From an optimization exercise on the open Yosys and OpenROAD flow, aimed at small area, a short achievable clock period and few clock cycles per item; shortcuts taken in it are not production practice.
Function was checked by simulation only, so behaviour that the tests miss may differ from the original.
Power is estimated from default activity; no workload was simulated.

==> flow/design.v (excerpt) <==
module dtl_hdr_codec (
    input  wire         clk,
    input  wire         rst,
    input  wire         cmd_valid,
    output wire         cmd_ready,
    input  wire         cmd_op,        
    input  wire         cmd_scr_en,    
    input  wire [11:0]  b_plen,
    input  wire [11:0]  b_seq,
    input  wire [3:0]   b_mod,
    input  wire [3:0]   b_fec,
    input  wire [7:0]   b_flen,
    input  wire [7:0]   b_cwid,
    input  wire [13:0]  b_off,
    input  wire [13:0]  b_short,
    input  wire [3:0]   b_emod,
    input  wire [3:0]   b_efec,
    input  wire [767:0] hdr_in,
    output wire         res_valid,
    output wire [95:0]  hdr_out,       
    output wire         res_ok,        
    output wire [11:0]  r_plen,
    output wire [11:0]  r_seq,
    output wire [3:0]   r_mod,
    output wire [3:0]   r_fec,
    output wire [7:0]   r_flen,
    output wire [7:0]   r_cwid,
    output wire [13:0]  r_off,
    output wire [13:0]  r_short,
    output wire [3:0]   r_emod,
    output wire [3:0]   r_efec
);
Size: about 1,000 I/O pins.
export LEC_CHECK = 0
export CAP_MARGIN = 20
export CORE_AREA = 10 10 290 290
export DIE_AREA = 0 0 300 300
export PLACE_DENSITY = 0.7
export SETUP_SLACK_MARGIN = 2.9
export SLEW_MARGIN = 20
export SYNTH_HIERARCHICAL = 1
export SYNTH_MINIMUM_KEEP_SIZE = 0
export TNS_END_PERCENT = 60
create_clock -name core_clock -period 5.0 [get_ports {clk}]
standard.sh (not shown) runs the stock make flow with config.mk's settings and CLKGATE_MAP_FILE= SYNTH_SCRIPT=/design/flow/synth_recipe.tcl, a recipe that flattens the netlist after the stock synthesis.
==> flow/flow/run.sh <==
#!/bin/bash
# The standard layout, with these changes to how it is made:
#  - the port buffers are made from the smallest buffer cell (buf_1);
#  - the pins of each header bit sit side by side (flow/io.tcl);
#  - clock tree synthesis adds no dummy loads;
#  - the port buffers of the CRC and check outputs are buf_4 (flow/outbuf.tcl);
#  - after floorplan, every combinational cell is set to the smallest drive
#    strength of its footprint, so that the later timing repair sizes up
#    only what the timing needs.
# Each tool's output goes to a log of its own in the work folder.
set -euo pipefail
cd "$(dirname "$0")/.."
W=$PWD
R=$W/orfs/results/${FLOW_PLATFORM:-sky130hd}/dtl_hdr_codec/base
PB="BUFFER_PORTS_ARGS=-buffer_cell sky130_fd_sc_hd__buf_1"
IO="PRE_IO_PLACEMENT_TCL=$W/flow/io.tcl"
CTS="CTS_ARGS=-sink_clustering_enable -repair_clock_nets -dont_use_dummy_load"
bash standard.sh "$PB" "$IO" floorplan > flow_make_floorplan.log 2>&1
RESULTS=$R openroad -no_init -exit flow/downsize.tcl > flow_downsize.log 2>&1
bash standard.sh "$PB" "$IO" place > flow_make_place.log 2>&1
RESULTS=$R openroad -no_init -exit flow/outbuf.tcl > flow_outbuf.log 2>&1
bash standard.sh "$PB" "$IO" "$CTS" finish > flow_make_finish.log 2>&1
Other scripts of this flow, unchanged in this note and not shown: flow/flow/downsize.tcl, flow/flow/io.tcl, flow/flow/outbuf.tcl
The first run completed without violations.
Testbench counts at the start, summed over its fixed seeds: cycles 976, items 960.
Edit:
SETUP_SLACK_MARGIN = 2.95   (was 2.9)
TNS_END_PERCENT = 30   (was 60)
What happened:
- power went up by 3.3%
- core utilization went up by 0.48 points
- worst setup slack is better by 0.019 ns
- sequential share of layout area went down by 0.45 points
Edit:
SETUP_SLACK_MARGIN = 2.9   (was 2.95)
The new run completed with no timing, DRC or antenna violations.
Cell area fell by 3.5%.
Synthesized cell count is unchanged.
Routed wire length fell by about 1%.
Power fell by about 3.3%.
Clock-buffer cell count is unchanged.
Non-clock buffer count fell by 3.
Sequential power is about the same.
Die area stays the same.

* * *

dtl_hdr_codec, a different RTL version from the one above (not shown whole).
For scale: ~1000 I/O pins, about 0.0083 mm2 of cells after synthesis.
==> flow/config.mk <==
export PLATFORM = sky130hd
export DESIGN_NAME = dtl_hdr_codec
export DESIGN_NICKNAME = dtl_hdr_codec
export VERILOG_FILES = /design/flow/design.v
export SDC_FILE = /design/flow/constraint.sdc
export NUM_CORES = 4
export LEC_CHECK = 0
export CAP_MARGIN = 20
export CORE_AREA = 10 10 290 290
export DIE_AREA = 0 0 300 300
export SETUP_SLACK_MARGIN = 2.8
export SLEW_MARGIN = 20
export SYNTH_HIERARCHICAL = 1
export SYNTH_MINIMUM_KEEP_SIZE = 0
export TNS_END_PERCENT = 10
==> flow/constraint.sdc <==
create_clock -name core_clock -period 5.0 [get_ports {clk}]
set_input_delay 1.0000 -clock core_clock [delete_from_list [all_inputs] [get_ports {clk}]]
set_output_delay 1.0000 -clock core_clock [all_outputs]
set_load 0.01 [all_outputs]
==> flow/flow/run.sh <==
#!/bin/bash
# The standard layout, with two changes to how the cells are sized:
#  - the port buffers are made from the smallest buffer cell (buf_1);
#  - the pins of each header bit sit side by side (flow/io.tcl);
#  - after floorplan, every combinational cell is set to the smallest drive
#    strength of its footprint, so that the later timing repair sizes up
#    only what the timing needs.
# Each tool's output goes to a log of its own in the work folder.
set -euo pipefail
cd "$(dirname "$0")/.."
W=$PWD
R=$W/orfs/results/${FLOW_PLATFORM:-sky130hd}/dtl_hdr_codec/base
PB="BUFFER_PORTS_ARGS=-buffer_cell sky130_fd_sc_hd__buf_1"
IO="PRE_IO_PLACEMENT_TCL=$W/flow/io.tcl"
bash standard.sh "$PB" "$IO" floorplan > flow_make_floorplan.log 2>&1
RESULTS=$R openroad -no_init -exit flow/downsize.tcl > flow_downsize.log 2>&1
bash standard.sh "$PB" "$IO" finish > flow_make_finish.log 2>&1
Other scripts of this flow, unchanged in this note and not shown: flow/flow/downsize.tcl, flow/flow/io.tcl
The baseline passed the timing, design-rule and antenna checks.
Testbench counts at the start, summed over its fixed seeds: cycles 976, items 960.
Change:
--- a/flow/flow/run.sh
+++ b/flow/flow/run.sh
@@ -4,2 +4,3 @@
 #  - the pins of each header bit sit side by side (flow/io.tcl);
+#  - clock tree synthesis adds no dummy loads;
 #  - after floorplan, every combinational cell is set to the smallest drive
@@ -14,4 +15,5 @@
 IO="PRE_IO_PLACEMENT_TCL=$W/flow/io.tcl"
+CTS="CTS_ARGS=-sink_clustering_enable -repair_clock_nets -dont_use_dummy_load"
 bash standard.sh "$PB" "$IO" floorplan > flow_make_floorplan.log 2>&1
 RESULTS=$R openroad -no_init -exit flow/downsize.tcl > flow_downsize.log 2>&1
-bash standard.sh "$PB" "$IO" finish > flow_make_finish.log 2>&1
+bash standard.sh "$PB" "$IO" "$CTS" finish > flow_make_finish.log 2>&1
--- a/flow/config.mk
+++ b/flow/config.mk
@@ -10,3 +10,3 @@
 export DIE_AREA = 0 0 300 300
-export SETUP_SLACK_MARGIN = 2.8
+export SETUP_SLACK_MARGIN = 2.95
 export SLEW_MARGIN = 20
@@ -14,2 +14,2 @@
 export SYNTH_MINIMUM_KEEP_SIZE = 0
-export TNS_END_PERCENT = 10
+export TNS_END_PERCENT = 30
Outcome:
- The new run produced a clean layout
- clock skew came out higher by 0.0052 ns
- clock power came out lower by 16%
- wire length came out higher by 0.75%
- worst setup slack improves by 0.075 ns
- sequential power barely changes
Change:
--- a/flow/config.mk
+++ b/flow/config.mk
@@ -10,3 +10,3 @@
 export DIE_AREA = 0 0 300 300
-export SETUP_SLACK_MARGIN = 2.95
+export SETUP_SLACK_MARGIN = 2.9
 export SLEW_MARGIN = 20
Outcome:
- The new run finished with timing, DRC and antenna clean
- wire length shrinks by 0.62%
- synthesized area does not change
- power shrinks by 0.98%
- setup slack loses 0.0067 ns
- fmax shrinks by 0.31%
Change:
--- a/flow/flow/run.sh
+++ b/flow/flow/run.sh
@@ -4,3 +4,2 @@
 #  - the pins of each header bit sit side by side (flow/io.tcl);
-#  - clock tree synthesis adds no dummy loads;
 #  - after floorplan, every combinational cell is set to the smallest drive
@@ -15,5 +14,4 @@
 IO="PRE_IO_PLACEMENT_TCL=$W/flow/io.tcl"
-CTS="CTS_ARGS=-sink_clustering_enable -repair_clock_nets -dont_use_dummy_load"
 bash standard.sh "$PB" "$IO" floorplan > flow_make_floorplan.log 2>&1
 RESULTS=$R openroad -no_init -exit flow/downsize.tcl > flow_downsize.log 2>&1
-bash standard.sh "$PB" "$IO" "$CTS" finish > flow_make_finish.log 2>&1
+bash standard.sh "$PB" "$IO" finish > flow_make_finish.log 2>&1
--- a/flow/config.mk
+++ b/flow/config.mk
@@ -10,3 +10,3 @@
 export DIE_AREA = 0 0 300 300
-export SETUP_SLACK_MARGIN = 2.9
+export SETUP_SLACK_MARGIN = 3.05
 export SLEW_MARGIN = 20
After rerunning: The new run passed the timing, design-rule and antenna checks. Area after synthesis stays the same. Setup slack got worse by 0.014 ns. Die area does not change. Via count rose by 2.8%. Critical path depth came out higher by 8. Cell area increases by 8.8%. Hold slack degrades by 0.0074 ns. Power climbs by 8.5%.
Change:
--- a/flow/flow/run.sh
+++ b/flow/flow/run.sh
@@ -4,2 +4,3 @@
 #  - the pins of each header bit sit side by side (flow/io.tcl);
+#  - clock tree synthesis adds no dummy loads;
 #  - after floorplan, every combinational cell is set to the smallest drive
@@ -14,4 +15,5 @@
 IO="PRE_IO_PLACEMENT_TCL=$W/flow/io.tcl"
+CTS="CTS_ARGS=-sink_clustering_enable -repair_clock_nets -dont_use_dummy_load"
 bash standard.sh "$PB" "$IO" floorplan > flow_make_floorplan.log 2>&1
 RESULTS=$R openroad -no_init -exit flow/downsize.tcl > flow_downsize.log 2>&1
-bash standard.sh "$PB" "$IO" finish > flow_make_finish.log 2>&1
+bash standard.sh "$PB" "$IO" "$CTS" finish > flow_make_finish.log 2>&1
--- a/flow/config.mk
+++ b/flow/config.mk
@@ -10,3 +10,4 @@
 export DIE_AREA = 0 0 300 300
-export SETUP_SLACK_MARGIN = 3.05
+export PLACE_DENSITY = 0.7
+export SETUP_SLACK_MARGIN = 2.9
 export SLEW_MARGIN = 20
=>
- The new run completed without violations
- setup slack gets worse by 0.0065 ns
- via count falls by 4.0%
- global-route usage falls by 0.20 points
- routed wire length falls by 3.3%
- die area is unchanged
- maximum frequency barely changes
- sequential power falls by about 2%
- power falls by 12%
Change:
--- a/flow/flow/run.sh
+++ b/flow/flow/run.sh
@@ -4,3 +4,2 @@
 #  - the pins of each header bit sit side by side (flow/io.tcl);
-#  - clock tree synthesis adds no dummy loads;
 #  - after floorplan, every combinational cell is set to the smallest drive
@@ -15,5 +14,4 @@
 IO="PRE_IO_PLACEMENT_TCL=$W/flow/io.tcl"
-CTS="CTS_ARGS=-sink_clustering_enable -repair_clock_nets -dont_use_dummy_load"
 bash standard.sh "$PB" "$IO" floorplan > flow_make_floorplan.log 2>&1
 RESULTS=$R openroad -no_init -exit flow/downsize.tcl > flow_downsize.log 2>&1
-bash standard.sh "$PB" "$IO" "$CTS" finish > flow_make_finish.log 2>&1
+bash standard.sh "$PB" "$IO" finish > flow_make_finish.log 2>&1
--- a/flow/config.mk
+++ b/flow/config.mk
@@ -9,4 +9,5 @@
 export CORE_AREA = 10 10 290 290
+export CTS_BUF_LIST = sky130_fd_sc_hd__clkbuf_8
+export CTS_CLUSTER_SIZE = 6
 export DIE_AREA = 0 0 300 300
-export PLACE_DENSITY = 0.7
 export SETUP_SLACK_MARGIN = 2.9
Global-route usage rises by 0.17 points.
Final area rises by 8.1%.
Synthesized area is unchanged.
Power rises by about 5.4%.
Via count rises by 2.4%.
Setup slack gains 0.029 ns.
Wire length rises by about 2.1%.
Critical path depth does not change.
Clock skew rises by 0.0074 ns.
Non-clock buffer count rises by 8.
Combinational power rises by 18%.

## static timing again, ports no longer ideal
The results above use ideal ports. As a check the final layouts listed here were re-extracted and re-timed, cells and wires unchanged. Step 1 sets driving cells, clkbuf_16 on the clock port and buf_2 on the other inputs (assumed; they add their load-dependent delay and slew). Step 2 also shifts input and output timing later by t, the mid clock arrival at the registers, as if the neighbouring blocks saw the same clock. Slacks: no drivers / after step 1 / after step 2; pairs: no drivers / after step 1.
| run | t (ns) | setup WS [ns] | worst setup path at the end | pins driven straight from the clock port |
|---|---|---|---|---|
| the first run of note 1 | 0.516 | 2.909 / 2.899 / 2.428 | input to register | 1 |
| the second run of note 1 | 0.519 | 2.928 / 2.922 / 2.428 | input to register | 1 |
| the third run of note 1 | 0.516 | 2.892 / 2.842 / 2.428 | input to register | 1 |
| the first run of note 2 | 0.532 | 2.760 / 2.754 / 2.450 | input to register | 1 |
| the second run of note 2 | 0.522 | 2.835 / 2.835 / 2.505 | input to register | 1 |
| the third run of note 2 | 0.522 | 2.828 / 2.774 / 2.466 | input to register | 1 |
| the fourth run of note 2 | 0.530 | 2.814 / 2.814 / 2.599 | input to register | 1 |
| the fifth run of note 2 | 0.519 | 2.807 / 2.786 / 2.421 | input to register | 1 |
| the sixth run of note 2 | 0.593 | 2.836 / 2.836 / 2.490 | input to register | 1 |
After both steps every run listed still meets setup and hold. The setup slack of the second run of note 1, which loses most, moves by -0.006 ns with the drivers and by -0.500 ns with both steps.
